Source: an optimization exercise on an open RTL-to-GDS flow (aim: small area). Production flows keep margins and buffers that such runs may drop.
Function was checked by simulation only, so behaviour that the tests miss may differ from the original.

==> run F: inputs <==
==> flow/design.v <==
module sbus_decoder (
    input  wire         clk,
    input  wire         rst,
    input  wire         in_valid,
    input  wire [7:0]   in_data,
    output wire         commit,        
    output wire [175:0] payload,       
    output wire [7:0]   status         
);
    reg  [7:0] sr [0:22];
    reg        m0;
    reg  [4:0] cool;                   
    integer    p;
    always @(posedge clk) begin
        if (in_valid) begin
            sr[0] <= in_data;
            for (p = 1; p < 23; p = p + 1)
                sr[p] <= sr[p - 1];
            m0 <= (sr[22] == 8'h0F);
        end
    end
    genvar g;
    generate
        for (g = 0; g < 22; g = g + 1) begin : g_pl
            assign payload[8*g +: 8] = sr[22 - g];
        end
    endgenerate
    assign status = sr[0];
    wire idle = (cool == 5'd0);
    assign commit = in_valid && idle && m0 && (in_data == 8'h00);
    always @(posedge clk) begin
        if (rst || commit)
            cool <= 5'd24;
        else if (in_valid && !idle)
            cool <= cool - 5'd1;
    end
endmodule
module sbus_store (
    input  wire         clk,
    input  wire         rst,
    input  wire         commit,
    input  wire [175:0] payload,
    input  wire [7:0]   status,
    input  wire [4:0]   rd_idx,
    output reg  [10:0]  rd_data,
    output wire         failsafe_o,
    output wire [31:0]  lost_count_o
);
    reg  [175:0] ch;
    reg          ch17, ch18;
    reg          loaded;
    reg          failsafe;
    reg  [31:0]  lost_count;
    always @(posedge clk) begin
        if (commit) begin
            ch   <= payload;
            ch17 <= status[0];
            ch18 <= status[1];
        end
    end
    always @(posedge clk) begin
        if (rst) begin
            loaded     <= 1'b0;
            failsafe   <= 1'b0;
            lost_count <= 32'd0;
        end else if (commit) begin
            loaded     <= 1'b1;
            failsafe   <= status[3];
            if (status[2])
                lost_count <= lost_count + 32'd1;
        end
    end
    always @* begin
        case (rd_idx)
            5'd1: rd_data = ch[10:0];
            5'd2: rd_data = ch[21:11];
            5'd3: rd_data = ch[32:22];
            5'd4: rd_data = ch[43:33];
            5'd5: rd_data = ch[54:44];
            5'd6: rd_data = ch[65:55];
            5'd7: rd_data = ch[76:66];
            5'd8: rd_data = ch[87:77];
            5'd9: rd_data = ch[98:88];
            5'd10: rd_data = ch[109:99];
            5'd11: rd_data = ch[120:110];
            5'd12: rd_data = ch[131:121];
            5'd13: rd_data = ch[142:132];
            5'd14: rd_data = ch[153:143];
            5'd15: rd_data = ch[164:154];
            5'd16: rd_data = ch[175:165];
            5'd17: rd_data = {11{ch17}};
            5'd18: rd_data = {11{ch18}};
            default: rd_data = 11'd0;
        endcase
        if (!loaded)
            rd_data = 11'd0;
    end
    assign failsafe_o   = failsafe;
    assign lost_count_o = lost_count;
endmodule
module sbus_scaler (
    input  wire [10:0] raw,
    output reg  [7:0]  axis
);
    reg [6:0] d;
    always @* begin
        case (raw[10:5])
            6'd5: d = 7'd0;
            6'd6: d = 7'd1;
            6'd7: d = 7'd2;
            6'd8: d = 7'd2;
            6'd9: d = 7'd3;
            6'd10: d = 7'd4;
            6'd11: d = 7'd4;
            6'd12: d = 7'd5;
            6'd13: d = 7'd6;
            6'd14: d = 7'd7;
            6'd15: d = 7'd7;
            6'd16: d = 7'd8;
            6'd17: d = 7'd9;
            6'd18: d = 7'd9;
            6'd19: d = 7'd10;
            6'd20: d = 7'd11;
            6'd21: d = 7'd12;
            6'd22: d = 7'd12;
            6'd23: d = 7'd13;
            6'd24: d = 7'd14;
            6'd25: d = 7'd14;
            6'd26: d = 7'd15;
            6'd27: d = 7'd16;
            6'd28: d = 7'd17;
            6'd29: d = 7'd17;
            6'd30: d = 7'd18;
            6'd31: d = 7'd50;
            6'd32: d = 7'd51;
            6'd33: d = 7'd51;
            6'd34: d = 7'd52;
            6'd35: d = 7'd53;
            6'd36: d = 7'd54;
            6'd37: d = 7'd54;
            6'd38: d = 7'd55;
            6'd39: d = 7'd56;
            6'd40: d = 7'd56;
            6'd41: d = 7'd57;
            6'd42: d = 7'd58;
            6'd43: d = 7'd59;
            6'd44: d = 7'd59;
            6'd45: d = 7'd60;
            6'd46: d = 7'd61;
            6'd47: d = 7'd61;
            6'd48: d = 7'd62;
            6'd49: d = 7'd63;
            6'd50: d = 7'd64;
            6'd51: d = 7'd64;
            6'd52: d = 7'd65;
            6'd53: d = 7'd66;
            6'd54: d = 7'd66;
            6'd55: d = 7'd67;
            6'd56: d = 7'd67;
            default: d = 7'bx;
        endcase
    end
    wire [13:0] sum = {1'b0, raw, 2'b00} + {3'b000, raw} - 14'd828 - {7'd0, d};
    always @* begin
        if (raw < 11'd172)
            axis = 8'h81;
        else if (raw > 11'd1811)
            axis = 8'h7F;
        else if (raw >= 11'd989 && raw <= 11'd1001)
            axis = 8'h00;
        else
            axis = sum[12:5] ^ 8'h80;
    end
endmodule
module sbus_wake_arbiter (
    input  wire clk,
    input  wire rst,
    input  wire commit,
    input  wire tick,
    input  wire p_wait,
    output wire wake_out,
    output wire wake_cause      
);
    reg       wake, waiting;
    reg [6:0] ticks;
    wire sig     = wake | commit;
    wire timeout = tick & (ticks == 7'b0110100);
    assign wake_out   = (waiting & (sig | timeout)) | (p_wait & sig);
    assign wake_cause = waiting & ~sig & timeout;
    always @(posedge clk) begin
        if (rst) begin
            wake    <= 1'b0;
            waiting <= 1'b0;
        end else begin
            wake    <= sig & ~waiting & ~p_wait;
            waiting <= ~sig & ((waiting & ~timeout) | p_wait);
        end
    end
    always @(posedge clk) begin
        if (p_wait)
            ticks <= 7'b1111111;
        else if (tick)
            ticks <= {ticks[5:0], ticks[6] ^ ticks[5]};
    end
endmodule
module sbus_core (
    input  wire        clk,
    input  wire        rst,
    input  wire        in_valid,
    input  wire [7:0]  in_data,
    output wire        frame_complete,
    input  wire [4:0]  rd_idx,
    output wire [10:0] rd_data,
    output wire        failsafe_o,
    output wire [31:0] lost_count_o,
    input  wire [10:0] scale_in,
    output wire [7:0]  scale_out,
    input  wire        tick,
    input  wire        p_wait,
    output wire        wake_out,
    output wire        wake_cause
);
    wire         commit;
    wire [175:0] payload;
    wire [7:0]   status;
    sbus_decoder u_decoder (
        .clk      (clk),
        .rst      (rst),
        .in_valid (in_valid),
        .in_data  (in_data),
        .commit   (commit),
        .payload  (payload),
        .status   (status)
    );
    sbus_store u_store (
        .clk          (clk),
        .rst          (rst),
        .commit       (commit),
        .payload      (payload),
        .status       (status),
        .rd_idx       (rd_idx),
        .rd_data      (rd_data),
        .failsafe_o   (failsafe_o),
        .lost_count_o (lost_count_o)
    );
    sbus_scaler u_scaler (
        .raw  (scale_in),
        .axis (scale_out)
    );
    sbus_wake_arbiter u_arbiter (
        .clk        (clk),
        .rst        (rst),
        .commit     (commit),
        .tick       (tick),
        .p_wait     (p_wait),
        .wake_out   (wake_out),
        .wake_cause (wake_cause)
    );
    assign frame_complete = commit;
endmodule
==> flow/flow/run.sh <==
#!/bin/bash
# The standard layout with two changes: the port buffers are buf_1 cells, and
# clock tree synthesis inserts no dummy loads and drives the flip-flops from
# clkbuf_4 cells in clusters of at most 10 sinks within 35 um.
# make's full output goes to make_finish.log; each ORFS step also writes its
# own log under orfs/logs.
set -euo pipefail
bash standard.sh \
  "BUFFER_PORTS_ARGS=-buffer_cell sky130_fd_sc_hd__buf_1" \
  "CTS_ARGS=-sink_clustering_enable -repair_clock_nets -buf_list sky130_fd_sc_hd__clkbuf_4 -sink_clustering_size 10 -sink_clustering_max_diameter 35 -sink_buffer_max_cap_derate 0.05 -dont_use_dummy_load" \
  finish > make_finish.log 2>&1
==> flow/standard.sh <==
#!/bin/bash
# synth_recipe.tcl (not shown) runs the flow's synth.tcl, then flattens the netlist and writes it again
# the make line also repeats each setting of config.mk as NAME=value (left out here)
make -C /OpenROAD-flow-scripts/flow DESIGN_CONFIG=/design/flow/config.mk WORK_HOME=/design/flow/orfs CLKGATE_MAP_FILE= SYNTH_SCRIPT=/design/flow/synth_recipe.tcl "${@:-finish}"
==> flow/config.mk <==
export PLATFORM = sky130hd
export DESIGN_NAME = sbus_core
export DESIGN_NICKNAME = sbus_core
export VERILOG_FILES = /design/flow/design.v
export SDC_FILE = /design/flow/constraint.sdc
export NUM_CORES = 4
export LEC_CHECK = 0
export ABC_AREA = 0
export CAP_MARGIN = 0
export CORE_MARGIN = 2
export CORE_UTILIZATION = 70
export CTS_BUF_LIST = sky130_fd_sc_hd__clkbuf_4
export CTS_CLUSTER_DIAMETER = 35
export CTS_CLUSTER_SIZE = 10
export PLACE_DENSITY = 0.8
export SLEW_MARGIN = 0
==> flow/constraint.sdc <==
create_clock -name core_clock -period 40.0 [get_ports {clk}]
set_input_delay 8.0000 -clock core_clock [delete_from_list [all_inputs] [get_ports {clk}]]
set_output_delay 8.0000 -clock core_clock [all_outputs]
set_load 0.01 [all_outputs]
==> run E: changes against run F <==
==> flow/design.v, changed modules only <==
module sbus_decoder (
    input  wire         clk,
    input  wire         rst,
    input  wire         in_valid,
    input  wire [7:0]   in_data,
    output wire         commit,        
    output wire [175:0] payload,       
    output wire [7:0]   status         
);
    reg  [4:0] cnt;                    
    reg  [7:0] sr [0:22];
    integer    p;
    always @(posedge clk) begin
        if (in_valid) begin
            sr[0] <= in_data;
            for (p = 1; p < 23; p = p + 1)
                sr[p] <= sr[p - 1];
        end
    end
    genvar g;
    generate
        for (g = 0; g < 22; g = g + 1) begin : g_pl
            assign payload[8*g +: 8] = sr[22 - g];
        end
    endgenerate
    assign status = sr[0];
    wire last = (cnt == 5'd24);
    assign commit = in_valid && last && (in_data == 8'h00);
    reg [4:0] rcnt;
    always @* begin
        rcnt = (in_data == 8'h0F) ? 5'd1 : 5'd0;
        for (p = 0; p < 23; p = p + 1)
            if (sr[p] == 8'h0F)
                rcnt = p + 2;
    end
    always @(posedge clk) begin
        if (rst)
            cnt <= 5'd0;
        else if (in_valid) begin
            if (cnt == 5'd0)
                cnt <= (in_data == 8'h0F) ? 5'd1 : 5'd0;
            else if (!last)
                cnt <= cnt + 5'd1;
            else if (in_data == 8'h00)
                cnt <= 5'd0;
            else
                cnt <= rcnt;
        end
    end
endmodule
==> flow/flow/run.sh (replaced) <==
#!/bin/bash
# The standard layout with three changes: the port buffers are buf_1 cells,
# clock tree synthesis inserts no dummy loads, and uses clkbuf_8 cells in
# clusters of at most 20 sinks.
set -euo pipefail
bash standard.sh \
  "BUFFER_PORTS_ARGS=-buffer_cell sky130_fd_sc_hd__buf_1" \
  "CTS_ARGS=-sink_clustering_enable -repair_clock_nets -buf_list sky130_fd_sc_hd__clkbuf_4 -sink_clustering_size 10 -sink_clustering_max_diameter 35 -sink_buffer_max_cap_derate 0.05 -dont_use_dummy_load" \
  finish > make_finish.log 2>&1
--- a/flow/config.mk
+++ b/flow/config.mk
@@ -10,7 +10,7 @@
 export CORE_MARGIN = 2
 export CORE_UTILIZATION = 70
-export CTS_BUF_LIST = sky130_fd_sc_hd__clkbuf_4
-export CTS_CLUSTER_DIAMETER = 35
-export CTS_CLUSTER_SIZE = 10
+export CTS_BUF_LIST = sky130_fd_sc_hd__clkbuf_8
+export CTS_CLUSTER_DIAMETER = 50
+export CTS_CLUSTER_SIZE = 20
 export PLACE_DENSITY = 0.8
 export SLEW_MARGIN = 0
==> summary.md <==
| Metric | Value |
|---|---|
| Routing usage on met2 | `45.1%` |
| GRT Total Usage | `28.2%` |
| Synthesized area | `15800 µm²` |
| Status | `finished clean` |
| Routed wire length | `33300 µm` |
| Hpwl dp | `22200 µm` |
That was run F.
==> summary.md <==
| Metric | Value |
|---|---|
| Area of the multi-input gates | `4120 µm²` |
| Routing usage on met2 | `48.8%` |
| Hpwl dp | `28000 µm` |
| Routed wire length | `39500 µm` |
| Status | `finished clean` |
| Largest area contributor in the netlist | `edfxtp_1` |
| Critical Path RT | `32.00 ns` |
| Synthesized area | `16200 µm²` |
| GRT Total Usage | `32.8%` |
| Most area-consuming cells after synthesis | `edfxtp_1 67%, dfxtp_1 5.9%, a22oi_1 3.0%` |
| Largest regs | `u_decoder.sr x184, u_store.ch x176, u_store.lost_count x32` |
That was run E.

-- afterwards: timing with drivers on the ports --
Ports are ideal in the flow. The routed layouts listed here were re-timed in OpenROAD.
Step 1 (the two cells are an assumption about what drives the block):
set clk [get_ports {clk}]
set_driving_cell -lib_cell sky130_fd_sc_hd__clkbuf_16 $clk
set_driving_cell -lib_cell sky130_fd_sc_hd__buf_2 [delete_from_list [all_inputs] $clk]
Step 2 moves the port delays by t, midway between the first and last clock arrival at a register: inputs arrive t later, outputs are due t later. That takes back most of the time a late clock gives input paths.
Three values: ideal ports, drivers, drivers and shift; two values: the first two.
run | t, ns | setup WS [ns] | worst register clock-pin slew, ns
run F | 0.680 | 19.843 / 19.817 / 19.817 | 0.12 / 0.12
run E | 0.726 | 19.426 / 19.401 / 19.401 | 0.11 / 0.11
After both steps setup and hold are still met in every run listed. For run F, which loses most, drivers alone change the setup slack by -0.026 ns; drivers and shift together by -0.026 ns.
